Background: an optimization exercise with open tools, aiming at small area, a short achievable clock period and few clock cycles per item. Do not read the settings as production practice. No run shown here included a check of the RTL's function; only the layout flow was run. Power is estimated from default activity; no workload was simulated.

File: flow/design.v
module csa20_alu (
    input  wire        clk,
    input  wire        rst,           
    input  wire        in_valid,
    output wire        in_ready,
    input  wire [3:0]  in_ctl,
    input  wire [19:0] in_a,
    input  wire [19:0] in_b,
    output reg         out_valid,
    output reg  [39:0] out_result,
    output reg         cc_ov,
    output reg         cc_uf,
    output reg         cc_dz
);
    localparam [3:0] OP_ADD = 4'd0,  OP_SUB = 4'd1,  OP_MUL = 4'd2,  OP_DIV = 4'd3,
                     OP_AND = 4'd4,  OP_OR  = 4'd5,  OP_NOT = 4'd6,  OP_SLL = 4'd7,
                     OP_SRL = 4'd8,  OP_SRA = 4'd9,  OP_SLA = 4'd10, OP_ROL = 4'd11,
                     OP_ROR = 4'd12;
    reg        ready;        
    reg        pend;         
    reg        mrun;         
    reg        drun;         
    reg        dal;          
    reg        dfix;         
    reg        first;        
    reg [3:0]  cnt;          
    reg [3:0]  octl;         
    reg        f_sub;        
    reg        f_cin;        
    reg        f_as;         
    reg [19:0] oa;           
    reg [19:0] ob;           
    reg        bprev;        
    reg [2:0]  r0;           
    reg        sa, sb;       
    reg        dzero;        
    reg        rred;         
    assign in_ready = ready;
    wire in_mul = (in_ctl == OP_MUL);
    wire in_div = (in_ctl == OP_DIV);
    wire in_sub = (in_ctl == OP_SUB);
    wire in_rot = (in_ctl == OP_ROL) | (in_ctl == OP_ROR);
    wire in_big = (|in_b[19:5]) | (in_b[4] & (in_b[3] | in_b[2]));
    wire [19:0] dx     = in_a ^ {20{in_a[19]}};                  
    wire        m_sml  = (in_b[19:3] == 17'd0) | ((&in_b[19:3]) & (in_b[2:0] != 3'd0));
    wire [2:0]  m3     = in_b[19] ? (3'd0 - in_b[2:0]) : in_b[2:0];
    reg  [2:0]  q_top, r_top;
    always @(*) begin
        q_top = 3'd0;
        r_top = dx[18:16];
        if (m_sml) begin
            case (m3)
                3'd1: begin q_top = dx[18:16];             r_top = 3'd0; end
                3'd2: begin q_top = {1'b0, dx[18:17]};     r_top = {2'b00, dx[16]}; end
                3'd3: begin q_top = (dx[18:16] >= 3'd6) ? 3'd2 : (dx[18:16] >= 3'd3) ? 3'd1 : 3'd0;
                            r_top = (dx[18:16] >= 3'd6) ? dx[18:16] - 3'd6 :
                                    (dx[18:16] >= 3'd3) ? dx[18:16] - 3'd3 : dx[18:16]; end
                3'd4: begin q_top = {2'b00, dx[18]};       r_top = {1'b0, dx[17:16]}; end
                3'd5: begin q_top = {2'b00, dx[18:16] >= 3'd5};
                            r_top = (dx[18:16] >= 3'd5) ? dx[18:16] - 3'd5 : dx[18:16]; end
                3'd6: begin q_top = {2'b00, dx[18:16] >= 3'd6};
                            r_top = (dx[18:16] >= 3'd6) ? dx[18:16] - 3'd6 : dx[18:16]; end
                3'd7: begin q_top = {2'b00, dx[18:16] == 3'd7};
                            r_top = (dx[18:16] == 3'd7) ? 3'd0 : dx[18:16]; end
                default: ;
            endcase
        end
    end
    wire [19:0] mm     = in_b ^ {20{in_b[19]}};
    wire [2:0]  dskip  = (|mm[18:17]) ? 3'd7 : (|mm[18:15]) ? 3'd6 : (|mm[18:13]) ? 3'd5 :
                         (|mm[18:11]) ? 3'd4 : (|mm[18:9])  ? 3'd3 : (|mm[18:7])  ? 3'd2 :
                         (|mm[18:5])  ? 3'd1 : 3'd0;
    wire [19:0] oa_ld  = in_b ^ {20{in_div & ~in_b[19]}};
    wire [19:0] ob_ld  = in_div ? {dx[15:0], 1'b0, m_sml ? q_top : dx[18:16]} : in_a;
    wire [19:0] hi   = out_result[39:20];
    wire [21:0] oa22 = {{2{oa[19]}}, oa};
    wire        dcin = f_cin;                                    
    wire [18:0] rg = first ? {16'd0, r0} : hi[18:0];
    wire [21:0] w  = {1'b0, rg, ob[19], ob[18]};
    wire [19:0] rx    = {1'b0, hi[18:0]};
    wire        rx0   = (hi[18:0] == 19'd0);
    wire        tm1   = ((rx ^ oa) == 20'hFFFFF);        
    wire        inv_q = sa ^ sb;
    wire        inc_q = sb & (sa ? tm1 : rx0);
    reg  [21:0] ax;
    reg         bx_en, bx_inv, cx;
    always @(*) begin
        if (drun) begin
            ax = w;                                  bx_en = 1'b1; bx_inv = 1'b0; cx = dcin;
        end else if (dfix) begin
            ax = {3'b000, hi[18:0]} ^ {22{sa}};
            bx_en  = sa ? (~sb | tm1) : (sb & ~rx0);
            bx_inv = sa & (~sb | tm1);
            cx     = sa & sb & tm1;
        end else begin
            ax = {{2{ob[19]}}, ob};                  bx_en = 1'b1; bx_inv = f_sub; cx = f_cin;
        end
    end
    wire [21:0] bx = (oa22 & {22{bx_en}}) ^ {22{bx_inv}};
    wire [21:0] sx = ax + bx + {21'd0, cx};
    wire [21:0] sy = w + {oa22[20:0], dcin} + {21'd0, dcin};
    wire bo0_one = ob[0] ^ bprev;
    wire bo0_two = (ob[1] & ~ob[0] & ~bprev) | (~ob[1] & ob[0] & bprev);
    wire bo0_neg = ob[1];
    wire bo1_one = ob[2] ^ ob[1];
    wire bo1_two = (ob[3] & ~ob[2] & ~ob[1]) | (~ob[3] & ob[2] & ob[1]);
    wire bo1_neg = ob[3];
    wire z1_one = mrun ? bo0_one : 1'b1;
    wire z1_two = mrun & bo0_two;
    wire z1_neg = mrun ? bo0_neg : 1'b1;
    wire z2_one = mrun ? bo1_one : 1'b1;
    wire z2_two = mrun & bo1_two;
    wire z2_neg = mrun & bo1_neg;
    wire z2_low = mrun ? bo1_neg : dcin;
    wire [21:0] pp0 = (({22{z1_one}} & oa22) | ({22{z1_two}} & {oa22[20:0], 1'b0})) ^ {22{z1_neg}};
    wire [21:0] pp1 = (({22{z2_one}} & oa22) | ({22{z2_two}} & {oa22[20:0], 1'b0})) ^ {22{z2_neg}};
    wire [19:0] acc = first ? 20'd0 : hi;
    wire [23:0] z0 = mrun ? {{4{acc[19]}}, acc} : {2'b00, w};
    wire [23:0] z1 = {{2{pp0[21]}}, pp0};
    wire [23:0] z2 = {pp1, z2_low, z2_low};
    wire        zc = mrun & bo1_neg;                        
    wire        zi = z1_neg;                                
    wire [23:0] zs = z0 ^ z1 ^ z2;
    wire [23:0] zk = {(z0[22:0] & z1[22:0]) | (z0[22:0] & z2[22:0]) | (z1[22:0] & z2[22:0]), zc};
    wire [23:0] sz = zs + zk + {23'd0, zi};
    wire        qh = ~sy[21];
    wire        ql = qh ? ~sz[21] : ~sx[21];
    reg  [18:0] rn;
    always @(*) begin
        case ({qh, ql})
            2'b00:   rn = w[18:0];
            2'b01:   rn = sx[18:0];
            2'b10:   rn = sy[18:0];
            default: rn = sz[18:0];
        endcase
    end
    wire [19:0] q_fix = (ob ^ {20{inv_q}}) + {19'd0, inc_q};
    wire c20    = sx[20] ^ ax[20] ^ bx[20];                
    wire b_nz   = |oa;
    wire add_ov = f_sub ? (c20 & b_nz) : c20;
    wire add_uf = $signed(sx) < -22'sd524287;
    wire [5:0]  nsum  = oa[5:2] + oa[9:6] + oa[13:10] + oa[17:14] + {4'd0, oa[19:18]};
    wire [4:0]  nsum2 = nsum[3:0] + {3'd0, nsum[5:4]};
    reg  [2:0]  bj;
    always @(*) begin
        case (nsum2)
            5'd0, 5'd5, 5'd10, 5'd15: bj = 3'd0;
            5'd1, 5'd6, 5'd11, 5'd16: bj = 3'd1;
            5'd2, 5'd7, 5'd12, 5'd17: bj = 3'd2;
            5'd3, 5'd8, 5'd13, 5'd18: bj = 3'd3;
            default:                  bj = 3'd4;
        endcase
    end
    wire [19:0] oa_red = {15'd0, bj, oa[1:0]};             
    wire        sh_left = (octl == OP_SLL) | (octl == OP_SLA) | (octl == OP_ROL);
    wire        sh_big  = (|oa[19:5]) | (oa[4] & (oa[3] | oa[2]));    
    wire [1:0]  sc      = oa[1:0];
    wire [2:0]  sj      = oa[4:2];                           
    wire [1:0]  rc = dal ? {cnt[0], 1'b0} : sh_left ? sc : (2'd0 - sc);
    reg  [2:0]  rj;
    always @(*) begin
        if (dal)
            rj = {1'b0, cnt[2:1]};                           
        else if (sh_left)
            rj = sj;
        else if (sc != 2'd0)
            rj = 3'd4 - sj;
        else
            rj = (sj == 3'd0) ? 3'd0 : (3'd5 - sj);
    end
    reg  [19:0] rot1, rot2;
    always @(*) begin
        case (rc)
            2'd0: rot1 = ob;
            2'd1: rot1 = {ob[18:0], ob[19]};
            2'd2: rot1 = {ob[17:0], ob[19:18]};
            default: rot1 = {ob[16:0], ob[19:17]};
        endcase
        case (rj)
            3'd0: rot2 = rot1;
            3'd1: rot2 = {rot1[15:0], rot1[19:16]};
            3'd2: rot2 = {rot1[11:0], rot1[19:12]};
            3'd3: rot2 = {rot1[7:0],  rot1[19:8]};
            default: rot2 = {rot1[3:0], rot1[19:4]};
        endcase
    end
    reg [19:0] mask_l, mask_r;
    reg [19:0] amask;                                         
    integer i;
    always @(*) begin
        for (i = 0; i < 20; i = i + 1) begin
            mask_l[i] = (i[4:0] >= oa[4:0]);
            amask[i]  = ({1'b0, i[4:0]} >= {2'b00, cnt[2:0], 1'b0} + 6'd4);
            mask_r[i] = ({1'b0, i[4:0]} + {1'b0, oa[4:0]} <= 6'd19);
        end
    end
    wire        sh_rot  = (octl == OP_ROL) | (octl == OP_ROR);
    wire        sh_fill = (octl == OP_SRA) & ob[19];
    wire [19:0] mask    = sh_rot ? 20'hFFFFF : (sh_big ? 20'd0 : (sh_left ? mask_l : mask_r));
    wire [19:0] sh_r    = (rot2 & mask) | ({20{sh_fill}} & ~mask);
    reg [19:0] sres;
    always @(*) begin
        case (octl)
            OP_ADD, OP_SUB: sres = sx[19:0];
            OP_DIV:         sres = dzero ? 20'd0 : sx[19:0];    
            OP_AND:         sres = ob & oa;
            OP_OR:          sres = ob | oa;
            OP_NOT:         sres = ~ob;
            OP_SLL, OP_SLA,
            OP_SRL, OP_SRA,
            OP_ROL, OP_ROR: sres = sh_r;
            default:        sres = 20'd0;
        endcase
    end
    always @(posedge clk) begin
        if (mrun)
            out_result <= {sz[23:4], sz[3:0], ob[19:4]};
        else if (drun)
            out_result <= {1'b0, rn, sz[3:0], ob[19:4]};
        else if (dfix)
            out_result <= {dzero ? 20'd0 : q_fix, sres};
        else if (dal)
            out_result <= {1'b0, rot2[18:0] & ~amask[18:0], sres};
        else
            out_result <= {20'd0, sres};
        if (ready)
            ob <= ob_ld;
        else if (mrun)
            ob <= {sz[3:0], ob[19:4]};
        else if (drun)
            ob <= {ob[17:0], qh, ql};
        else if (dal)
            ob <= rot2 & amask;
    end
    always @(posedge clk) begin
        if (rst) begin
            ready     <= 1'b1;
            pend      <= 1'b0;
            mrun      <= 1'b0;
            drun      <= 1'b0;
            dal       <= 1'b0;
            dfix      <= 1'b0;
            out_valid <= 1'b0;
            cc_ov     <= 1'b0;
            cc_uf     <= 1'b0;
            cc_dz     <= 1'b0;
        end else begin
            out_valid <= 1'b0;
            pend      <= 1'b0;
            dfix      <= 1'b0;
            if (pend & rred) begin
                rred  <= 1'b0;
                pend  <= 1'b1;
                ready <= 1'b1;
                oa    <= oa_red;
            end else if (pend) begin
                out_valid <= 1'b1;
                if (f_as) begin
                    cc_ov <= add_ov;
                    cc_uf <= add_uf;
                end
            end
            if (mrun) begin
                first <= 1'b0;
                cnt   <= cnt + 4'd1;
                bprev <= ob[3];
                if (cnt == 4'd3) ready <= 1'b1;
                if (cnt == 4'd4) begin
                    mrun      <= 1'b0;
                    out_valid <= 1'b1;
                    cc_ov     <= 1'b0;
                end
            end
            if (drun) begin
                first <= 1'b0;
                cnt   <= cnt + 4'd1;
                if (cnt == 4'd7) begin
                    ready <= 1'b1;
                    drun  <= 1'b0;
                    dfix  <= 1'b1;
                end
            end
            if (dal) begin
                dal   <= 1'b0;
                drun  <= 1'b1;
                first <= 1'b0;
            end
            if (dfix) begin
                out_valid <= 1'b1;
                cc_dz     <= dzero;
            end
            if (ready) begin
                oa    <= oa_ld;
                octl  <= in_ctl;
                f_sub <= in_sub;
                f_cin <= in_sub | (in_div & ~in_b[19]);
                f_as  <= (in_ctl == OP_ADD) | in_sub;
                r0    <= r_top;
                sa    <= in_a[19];
                sb    <= in_b[19];
                dzero <= (in_b == 20'd0);
                bprev <= 1'b0;
                first <= 1'b1;
                cnt   <= in_div ? {1'b0, dskip} : 4'd0;
                rred  <= in_rot & in_big;
                if (in_valid) begin
                    pend  <= ~in_mul & ~in_div;
                    mrun  <= in_mul;
                    drun  <= in_div & m_sml;
                    dal   <= in_div & ~m_sml;
                    ready <= ~in_mul & ~in_div & ~(in_rot & in_big);
                end
            end
        end
    end
endmodule
File: flow/flow/run.sh
#!/bin/bash
# The standard layout (standard synthesis unchanged), with timing repair
# aiming at a setup slack of SETUP_SLACK_MARGIN ns at the design's clock
# period, so that it keeps improving paths that already meet it.
set -euo pipefail
export SETUP_SLACK_MARGIN=7.5
bash standard.sh > standard.log 2>&1
File: flow/standard.sh
#!/bin/bash
# synth_recipe.tcl (not shown) runs the flow's synth.tcl, then flattens the netlist and writes it again
# the make line also repeats each setting of config.mk as NAME=value (left out here)
make -C /OpenROAD-flow-scripts/flow DESIGN_CONFIG=/design/flow/config.mk WORK_HOME=/design/flow/orfs CLKGATE_MAP_FILE= SYNTH_SCRIPT=/design/flow/synth_recipe.tcl "${@:-finish}"
File: flow/config.mk
export PLATFORM = sky130hd
export DESIGN_NAME = csa20_alu
export DESIGN_NICKNAME = csa20_alu
export VERILOG_FILES = /design/flow/design.v
export SDC_FILE = /design/flow/constraint.sdc
export NUM_CORES = 4
export LEC_CHECK = 0
export CAP_MARGIN = 20
export CORE_MARGIN = 2
export CORE_UTILIZATION = 55
export SLEW_MARGIN = 20
export TNS_END_PERCENT = 100
File: flow/constraint.sdc
create_clock -name core_clock -period 12.0 [get_ports {clk}]
set_input_delay 2.4000 -clock core_clock [delete_from_list [all_inputs] [get_ports {clk}]]
set_output_delay 2.4000 -clock core_clock [all_outputs]
set_load 0.01 [all_outputs]
==> results list, run 1 <==
- The tool flagged a number of max-cap violations equal to 1.
- The first global-routing pass estimated 136000 microns of wire.
- Core area: 34700 sq um
* Detailed Route WL: 101000 microns
- In this run the tightest slew margin relative to its limit is -0.103.
* Number of endpoints with negative hold slack in the final report: 0
- Synth Area in XOR/XNOR: 0.0867
- In this run the tool buffered the top-level ports with 91 buffer cells.
- Among the stages of the critical path, the cell type that occurs most often is sky130_fd_sc_hd__buf_4.
- After synthesis, the netlist uses 95 different library cells.
- The worst path meets setup with 6.81 ns of slack.
- By area, the combinational part of the netlist is dominated by compound AO/OA/AOI/OAI gates.
- The root buffer cell chosen for the clock tree is sky130_fd_sc_hd__clkbuf_16.
- Global routing usage summed across all routing layers: 0.495
* Gate count after technology mapping: 2767
- Once placement completed, the tool counted placed cells totaling 3152.
* Sequential share of power: 0.111
* CP Capture Type: flop
- On the worst path, the slowest cell contributes a delay of 1.28 ns.
- Leakage: 0.00981 uW
- Clock latency at the later pin of the worst-skew pair: 0.41 ns
* DRC errors left: 0
- Hold-fix buffers, CTS: 0
- Simple-gate share of the synthesized area: 0.209
- Dividing the detail-routed wire length by the instance count gives approximately 30 microns.
- Detail Route Antenna Nets: 0
- Num ports: 92
- Worst Tran Pin Value: 1.64 ns
- Kind of path behind the tightest hold check: reg -> reg
* Pre-CTS worst setup slack: 6.04 ns
- Worst Skew: about 0.017 ns
* Worst hold slack across all endpoints: 0.546 ns
- Post-synthesis async set-or-reset flop share: 0
* Share of cell area taken by muxes after synthesis: 0.0435
* Yosys warnings: 1
- The synthesized netlist occupies a cell area of slightly below 20000 sq um.
- At the worst endpoint, the required time is between 10 and 15 ns.
* 1st-pass router iterations: 9
- Top post-synthesis cells by area: sky130_fd_sc_hd__edfxtp_1, sky130_fd_sc_hd__ha_1, sky130_fd_sc_hd__o21ai_0
* Logic pwr share: 0.805
- The longest clock path from root to sink contains 2 buffers.
- By startpoint and endpoint, the worst setup path is classified as reg -> reg.
- Total Die Area: about 37000 sq um
- For this run, the leading register cell type out of synthesis is sky130_fd_sc_hd__edfxtp_1.
- The synthesized design contains 60 enable-type register cells.
* Nets: a little over 3000
- Die Height: 192 microns
* Internal power summed over all cells: 1990 uW
- The floorplan has 68 rows.
- Register bit count reported by yosys: 110
- Setup violations remaining at the end of the flow were counted as 0.
- Of the post-synthesis cell area, the dominant cell type holds 0.0923.
- For the worst setup path, the data arrival time is 5.52 ns.
- The initial antenna violation count was 4.
* Proportion of total power due to net switching: 0.543
* Result of the run: failed layout checks
- Syn avg cell area: about 7.1 sq um
- Power dissipated by switching net loads: 2370 uW
* Fraction of the mapped netlist area in compound gates: 0.314
- Standard cell with the maximum stage delay on the critical path: sky130_fd_sc_hd__nor3_1
- The worst-case IR drop observed on VDD is 0.590 mV.
- For this design, the sink count on the clock tree is 110.
* Minimum clock period: roughly 5.2 ns
* Horizontal die dimension: 192 microns
* CTS tree: yes
- The clock tree synthesis step divided the H-tree into 3 levels.
- Clock share of power: 0.084
* Cell Count, Final, Fillers Out: around 3400
- For this run, the top clock speed supported by timing is 0.193 GHz.
- In the final layout, the share of cells above drive strength 1 is 0.204.
- The initial utilization of the core area, before any placement, comes to 0.562.
- Cts bufs inserted: 9
* Final GP Congestion: just over 1
- The number of nets in the synthesized netlist is 2971.
- sky130_fd_sc_hd__edfxtp_1 takes more of the synthesized area than any other cell.
- Overflow after GRT: 0
- The share of the Yosys chip area taken by registers is 0.144.
* Clock transition at the registers of the reported paths: 0.11 ns
- 1st-iter DRT viols: 4984
* Final max-slew violation count: 2
- Critical Path, Cell by Cell: buf_12 -> buf_4 -> clkinvlp_4 -> buf_4 -> ha_1 -> ha_1 -> nand2b_1 -> o22a_1 -> a211o_1 -> and2_1 -> nand2_1 -> o21ai_0 -> a31oi_1 -> buf_4 -> nor3_1 -> a221oi_2 -> o221ai_2
- Of the total synthesized cell area, the portion taken by full adders, half adders and majority gates is 0.131.
- Setup repair after global routing could not meet its margin everywhere.
- Max Fanout on Critical Path: 21
- Entering global routing, the biggest net connects between 60 and 70 pins.
* Final worst-path cycle share: 0.433
* Power density over the cells: 175 nW/um^2
* Total negative slack for setup checks: 0 ns
- The checks that failed were capacitance limit, slew limit.
* Synthesis-to-finish area growth: 27.4%
* Hpwl dp: 64700 microns
* Vias: 24953
- The worst setup path is launched from a flop.
- The number of global-route vias before repair was 21577.
- Number of vias per cell after detailed routing: about 7.4
* Number of diodes: 0
cells in the mapped netlist (50+ instances only):
| library cell | instances |
|---|---|
| sky130_fd_sc_hd__a21oi_1 | 248 |
| sky130_fd_sc_hd__a31oi_1 | 57 |
| sky130_fd_sc_hd__clkbuf_1 | 156 |
| sky130_fd_sc_hd__dfxtp_1 | 50 |
| sky130_fd_sc_hd__edfxtp_1 | 60 |
| sky130_fd_sc_hd__ha_1 | 118 |
| sky130_fd_sc_hd__inv_1 | 126 |
| sky130_fd_sc_hd__mux2i_1 | 59 |
| sky130_fd_sc_hd__nand2_1 | 299 |
| sky130_fd_sc_hd__nor2_1 | 283 |
| sky130_fd_sc_hd__o21ai_0 | 269 |
| sky130_fd_sc_hd__xnor2_1 | 124 |
| sky130_fd_sc_hd__xor2_1 | 66 |
final cells by class:
cell class,count,area (sq um)
multi-input cells,2302,16900
fillers,2702,9840
repair buffers,350,3800
flip-flops and latches,110,2820
well taps,455,569
inverters,129,514
clock buffers,9,225
clock inverters,7,91.3
power by group through the flow:
stage | clock (uW) | combinational (uW) | sequential (uW)
final | 365 | 3510 | 486
after global routing | 368 | 3600 | 486
after CTS | 353 | 2830 | 480
after detailed placement | 0 | 2360 | 489
after global placement | 0 | 2300 | 487
after floorplan | 0 | 1610 | 489
layer usage:
layer  share of wire  vias to the layer above  global-route usage
met5         0.00087                        -              0.0137
met4            0.10                        8               0.330
met3            0.17                      802               0.176
met2            0.39                     2349               0.707
met1            0.34                    11510               0.623
li1                -                    10284                   -
state kept, by name, summed over array words and instances (netlist names), 3 cells and up:
name and count:
oa 20, cnt 4, ob 20, r0 3
out_result 40, octl 4
layout by cell type, fill, tap and decap left out, types with 60 or more instances in the layout:
master and count:
sky130_fd_sc_hd__nand2_1 292, sky130_fd_sc_hd__nor2_1 266, sky130_fd_sc_hd__o21ai_0 249, sky130_fd_sc_hd__a21oi_1 220, sky130_fd_sc_hd__buf_4 178, sky130_fd_sc_hd__inv_1 114, sky130_fd_sc_hd__xnor2_1 109, sky130_fd_sc_hd__ha_1 96
sky130_fd_sc_hd__clkdlybuf4s50_1 71, sky130_fd_sc_hd__edfxtp_1 60
through the flow:
step                instance area [sq um]  power, uW   util
detailed placement                  20700       2850  0.596
global placement                    20700       2790  0.596
global route                        24900       4460  0.716
finish                              24900       4360  0.716
CTS                                 22700       3660  0.655
floorplan                           19600       2090      -
final timing paths:
check	startpoint	end	slack (ns)	cells after the start
worst max-delay path	oa[3]$_DFFE_PP_	out_result[31]$_DFF_P_	6.81	17
worst min-delay path	cc_uf$_SDFFE_PP0P_	cc_uf$_SDFFE_PP0P_	0.55	2
worst max register to register	oa[3]$_DFFE_PP_	out_result[31]$_DFF_P_	6.81	17
worst min register to register	cc_uf$_SDFFE_PP0P_	cc_uf$_SDFFE_PP0P_	0.55	2
repair_timing:
action / CTS / global route
pin swaps: 41 / 75
buffers inserted: 73 / 96
endpoints found under the setup margin: 87 / 58
gates cloned: 12 / 13
resized for setup: 194 / 243
logic make-up after synthesis:
family,Yosys count
muxes,80
buffers and inverters,356
adders and majority gates,187
xor gates and xnor gates,191
and+or+nand+nor,879
AOI/OAI and AO/OA,964
DFF,110
critical path, delay by kind of cell, from the launching register on:
kind,cells,cell delay [ns]
buffers and inverters,5,0.89
adder cells (fa/ha/maj),2,0.57
flip-flops,1,0.44
AND/OR/NAND/NOR,4,2.00
AO/OA/AOI/OAI,6,1.18
==> inputs of run 2 (changes only) <==
==> flow/run.sh (new file) <==
#!/bin/bash
# synth_recipe.tcl (not shown) runs the flow's synth.tcl, then flattens the netlist and writes it again
# the make line also repeats each setting of config.mk as NAME=value (left out here)
make -C /OpenROAD-flow-scripts/flow DESIGN_CONFIG=/design/flow/config.mk WORK_HOME=/design/flow/orfs CLKGATE_MAP_FILE= SYNTH_SCRIPT=/design/flow/synth_recipe.tcl finish
--- a/flow/config.mk
+++ b/flow/config.mk
@@ -9,4 +9,5 @@
 export CORE_MARGIN = 2
 export CORE_UTILIZATION = 55
+export SETUP_SLACK_MARGIN = 5
 export SLEW_MARGIN = 20
 export TNS_END_PERCENT = 100
removed: flow/flow/run.sh
removed: flow/standard.sh
==> results list, run 2 <==
* Result of the run: finished clean
- The congestion estimate from routability-driven global placement came to 1.08.
- Number of vias per cell after detailed routing: 7.16
- The share of synthesized area in the top cell type comes to 0.0923.
- Met3 Usage GRT: 0.175
- Once layout is complete, the utilization of the core stands at 0.604.
* CTS tree: yes
- Clock tree synthesis selected as its root buffer the cell sky130_fd_sc_hd__clkbuf_16.
* DRC errors left: 0
- In the final layout, the registers with the most flip-flops are out_result: 40 flops, oa: 20 flops, ob: 20 flops.
- Data on the critical path is required at its endpoint by around 12 ns.
- Syn avg cell area: 7.05 sq um
* Worst R2R Start: oa[5]$_SDFFCE_PN0P_
* Overflow after GRT: 0
- Buffers on Ports: 91
* Final count of negative-setup-slack endpoints: 0
- Clock transition at the registers of the reported paths: 0.11 ns
* 1st-pass router iterations: 9
- Setup repair after global routing left no endpoint under its margin.
- Grt met2 use: 0.654
- Register bit count reported by yosys: 110
- Between clock sinks in the finished design, the worst skew comes to 0.0248 ns.
* Power density over the cells: 160 nW/um^2
- Worst-case reg-to-reg path depth: 19
- The register with the most flip-flops in the layout has 40 of them.
- Setup total negative slack on the finished layout was measured at 0 ns.
* Library cell with the highest instance count after synthesis: sky130_fd_sc_hd__nand2_1
* Number of core rows: 68
* Core area: ~35000 sq um
- Final max-slew violation count: 0
- Number of levels the H-tree was split into: 3
- Capture endpoint of the worst hold path: cc_dz$_SDFFE_PP0P_
* CP Capture Type: flop
- No sink is reached through more buffers than the 2 on the longest clock path.
- Total clock sinks: 110
- Worst-case headroom to the max-slew limit: 0.219
- Worst setup SP type: flop
* Total Die Area: roughly 37000 sq um
- Max Cap Viol: 0
- After synthesis the cells add up to between 15000 and 20000 sq um.
* Top post-synthesis cells by area: sky130_fd_sc_hd__edfxtp_1, sky130_fd_sc_hd__ha_1, sky130_fd_sc_hd__o21ai_0
- In this run, post-CTS repair resized a total of 0 instances.
- Most common cell after layout, fill and taps aside: sky130_fd_sc_hd__nand2_1
- For this run, the register share of the synthesized area comes to 0.144.
- Met1 track demand over resource in global routing: 0.612
* Net count after synthesis: 2971
* Routed length per placed instance: 27.7 microns
- Nets: 2915
- Starting Density: 0.562
* Hpwl dp: 64900 microns
- Reg with most FFs: out_result
- Fill cells in the final layout number 3352.
- Minimum clock period: 6.00 ns
* Final worst-path cycle share: 0.500
- Vias: 22779
- Counting flops with a built-in enable in the synthesized netlist gives 60.
- Commonest register cell after synthesis: sky130_fd_sc_hd__edfxtp_1
- For this run, the top clock speed supported by timing is 0.167 GHz.
* Post-route worst setup slack: 6.00 ns
* Start point of the critical path: oa[5]$_SDFFCE_PN0P_
* Endpoint arrival time on the critical path: between 6 and 7 ns
- Cts bufs inserted: 9
* Kind of path behind the tightest hold check: reg -> reg
- The detail route stage leaves a number of antenna-violating nets equal to 0.
* Detailed Route WL: 88000 microns
- Die Height: about 190 microns
- After clock tree synthesis, the setup repair step added 0 buffers.
* Worst hold stages: 2
- Number of endpoints with negative hold slack in the final report: 0
* Hold path startpoint: cc_dz$_SDFFE_PP0P_
* Gate count after technology mapping: 2767
* Cell type contributing the most total cell area after synthesis: sky130_fd_sc_hd__edfxtp_1
* Global routing usage summed across all routing layers: 0.471
- The sequential cells in the finished layout cover a total of 2810 sq um.
- In this run the most used layer during global routing was met2.
* Worst Path Class, Setup: reg -> reg
- Worst Tran Pin Value: 1.17 ns
- Commonest non-fill, non-tap cells in the layout: sky130_fd_sc_hd__nand2_1, sky130_fd_sc_hd__nor2_1, sky130_fd_sc_hd__o21ai_0
- For this run, the number of Yosys warnings is 1.
* 1st-iter DRT viols: 4289
- The synthesized netlist contains between 90 and 100 unique library cells.
- RR Endpoint: cc_uf$_SDFFE_PP0P_
* Horizontal die dimension: 192 microns
- Entering global routing, the biggest net connects 88 pins.
* Number of global-route vias before repair: 20367
* Leakage: 0.00822 uW
- Sorting the synthesized cells by how often they occur yields sky130_fd_sc_hd__nand2_1, sky130_fd_sc_hd__nor2_1, sky130_fd_sc_hd__o21ai_0.
- Post-synthesis async set-or-reset flop share: 0
- First-pass GRT wire length: about 130000 microns
- Clock latency at the later pin of the worst-skew pair: 0.41 ns
- VDD sags by at most 0.352 mV.
- In this run the worst path has a maximum fanout of 20.
- Pre-CTS worst setup slack: 6.08 ns
* Total area of multi-input combinational cells: ~15000 sq um
* Num ports: 92
* Synthesis-to-finish area growth: 7.51%
* Fraction of final layout cells sized beyond drive strength 1: 0.0608
- Antenna violations before repair: 4
- The worst register-to-register path has a setup slack of approximately 6 ns.
- Hold-fix buffers, CTS: 0
run 2: logic make-up (layout without fill, tap and decap cells):
group / after synthesis / count (layout) / share of synthesized area
other cells: 0 / 9 / 0
mux: 80 / 80 / 0.0435
buf+inv: 356 / 305 / 0.0721
xor+xnor: 191 / 191 / 0.0867
flops: 110 / 110 / 0.144
fa+ha+maj: 187 / 187 / 0.131
compound gates: 964 / 964 / 0.314
simple gates: 879 / 879 / 0.209
run 2: final cells by class:
type,count,share of cell area
Antenna cell,9,0.00107
Clock buffer,9,0.0107
Clock inverter,7,0.00417
Inverter,129,0.0231
Multi-Input combinational cell,2301,0.732
Sequential cell,110,0.134
Tap cell,455,0.0271
Timing Repair Buffer,160,0.0681
run 2: critical path: stages (launching register included):
cell and delay [ns]:
sky130_fd_sc_hd__edfxtp_1 0.87, sky130_fd_sc_hd__xor2_1 0.21, sky130_fd_sc_hd__nand4_1 0.15, sky130_fd_sc_hd__nor3_2 0.26
sky130_fd_sc_hd__nand3_1 0.10, sky130_fd_sc_hd__and3b_1 0.46, sky130_fd_sc_hd__nor2_1 0.26, sky130_fd_sc_hd__a21oi_1 0.12
sky130_fd_sc_hd__fa_1 0.46, sky130_fd_sc_hd__fa_1 0.41, sky130_fd_sc_hd__nand2b_1 0.18, sky130_fd_sc_hd__a21o_1 0.17
sky130_fd_sc_hd__nor2b_1 0.14, sky130_fd_sc_hd__xnor2_1 0.25, sky130_fd_sc_hd__or4_1 0.57, sky130_fd_sc_hd__nor4b_1 0.62
sky130_fd_sc_hd__nand3_1 0.15, sky130_fd_sc_hd__nor4_1 0.19, sky130_fd_sc_hd__a31oi_1 0.13, sky130_fd_sc_hd__o21ai_0 0.20
run 2: how the worst max path moves through the flow:
stage / to / slack, ns / cells after the start
2_1_floorplan: out_result[35]$_DFF_P_ / 7.05 / 20
3_3_place_gp: ob[1]$_DFFE_PN_ / 6.16 / 13
3_5_place_dp: ob[1]$_DFFE_PN_ / 6.08 / 13
4_1_cts: ob[0]$_DFFE_PN_ / 6.18 / 18
5_1_grt: cc_uf$_SDFFE_PP0P_ / 5.79 / 19
6_report: cc_uf$_SDFFE_PP0P_ / 6.00 / 19
run 2: stage by stage:
step | hold slack (ns) | instances | total power (uW) | instance area [sq um]
floorplan | 0.487 | 2767 | 2080 | 19500
global placement | 0.511 | 3155 | 2810 | 20600
detailed placement | 0.517 | 3155 | 2860 | 20600
CTS | 0.542 | 3171 | 3200 | 21000
global route | 0.573 | 3173 | 3480 | 21000
finish | 0.549 | 3180 | 3350 | 21000
run 2: per-layer routing:
metal / vias to the layer above / wire [microns]
li1: 9887 / -
met1: 10544 / 32800
met2: 1897 / 34400
met3: 449 / 14000
met4: 2 / 6840
met5: - / 10
run 2: where the power goes:
part / switching (uW) / total (uW) / internal [uW]
Clock: 186 / 336 / 151
Sequential: 54.8 / 498 / 443
Combinational: 1670 / 2520 / 844

[separate check: timing with driven ports]
How much do the figures lean on ideal ports? The routed layouts below were timed once more, with nothing changed but the port constraints.
Step 1: set_driving_cell puts a clkbuf_16 on clk and a buf_2 on each other input, an assumption about the parent block.
Step 2, shift: input delay + t, output delay - t, t = (earliest + latest rising clock arrival at the registers) / 2. This alone moves slack from input paths to output paths.
Slacks: ideal / step 1 / step 2; pairs: ideal / step 1.
run	t, ns	setup slack, ns	worst setup path at the end	worst slew at a driven data input, ns
run 1	0.462	6.805 / 6.805 / 6.805	register to register	0.04
run 2	0.450	5.996 / 5.996 / 5.996	register to register	0.04
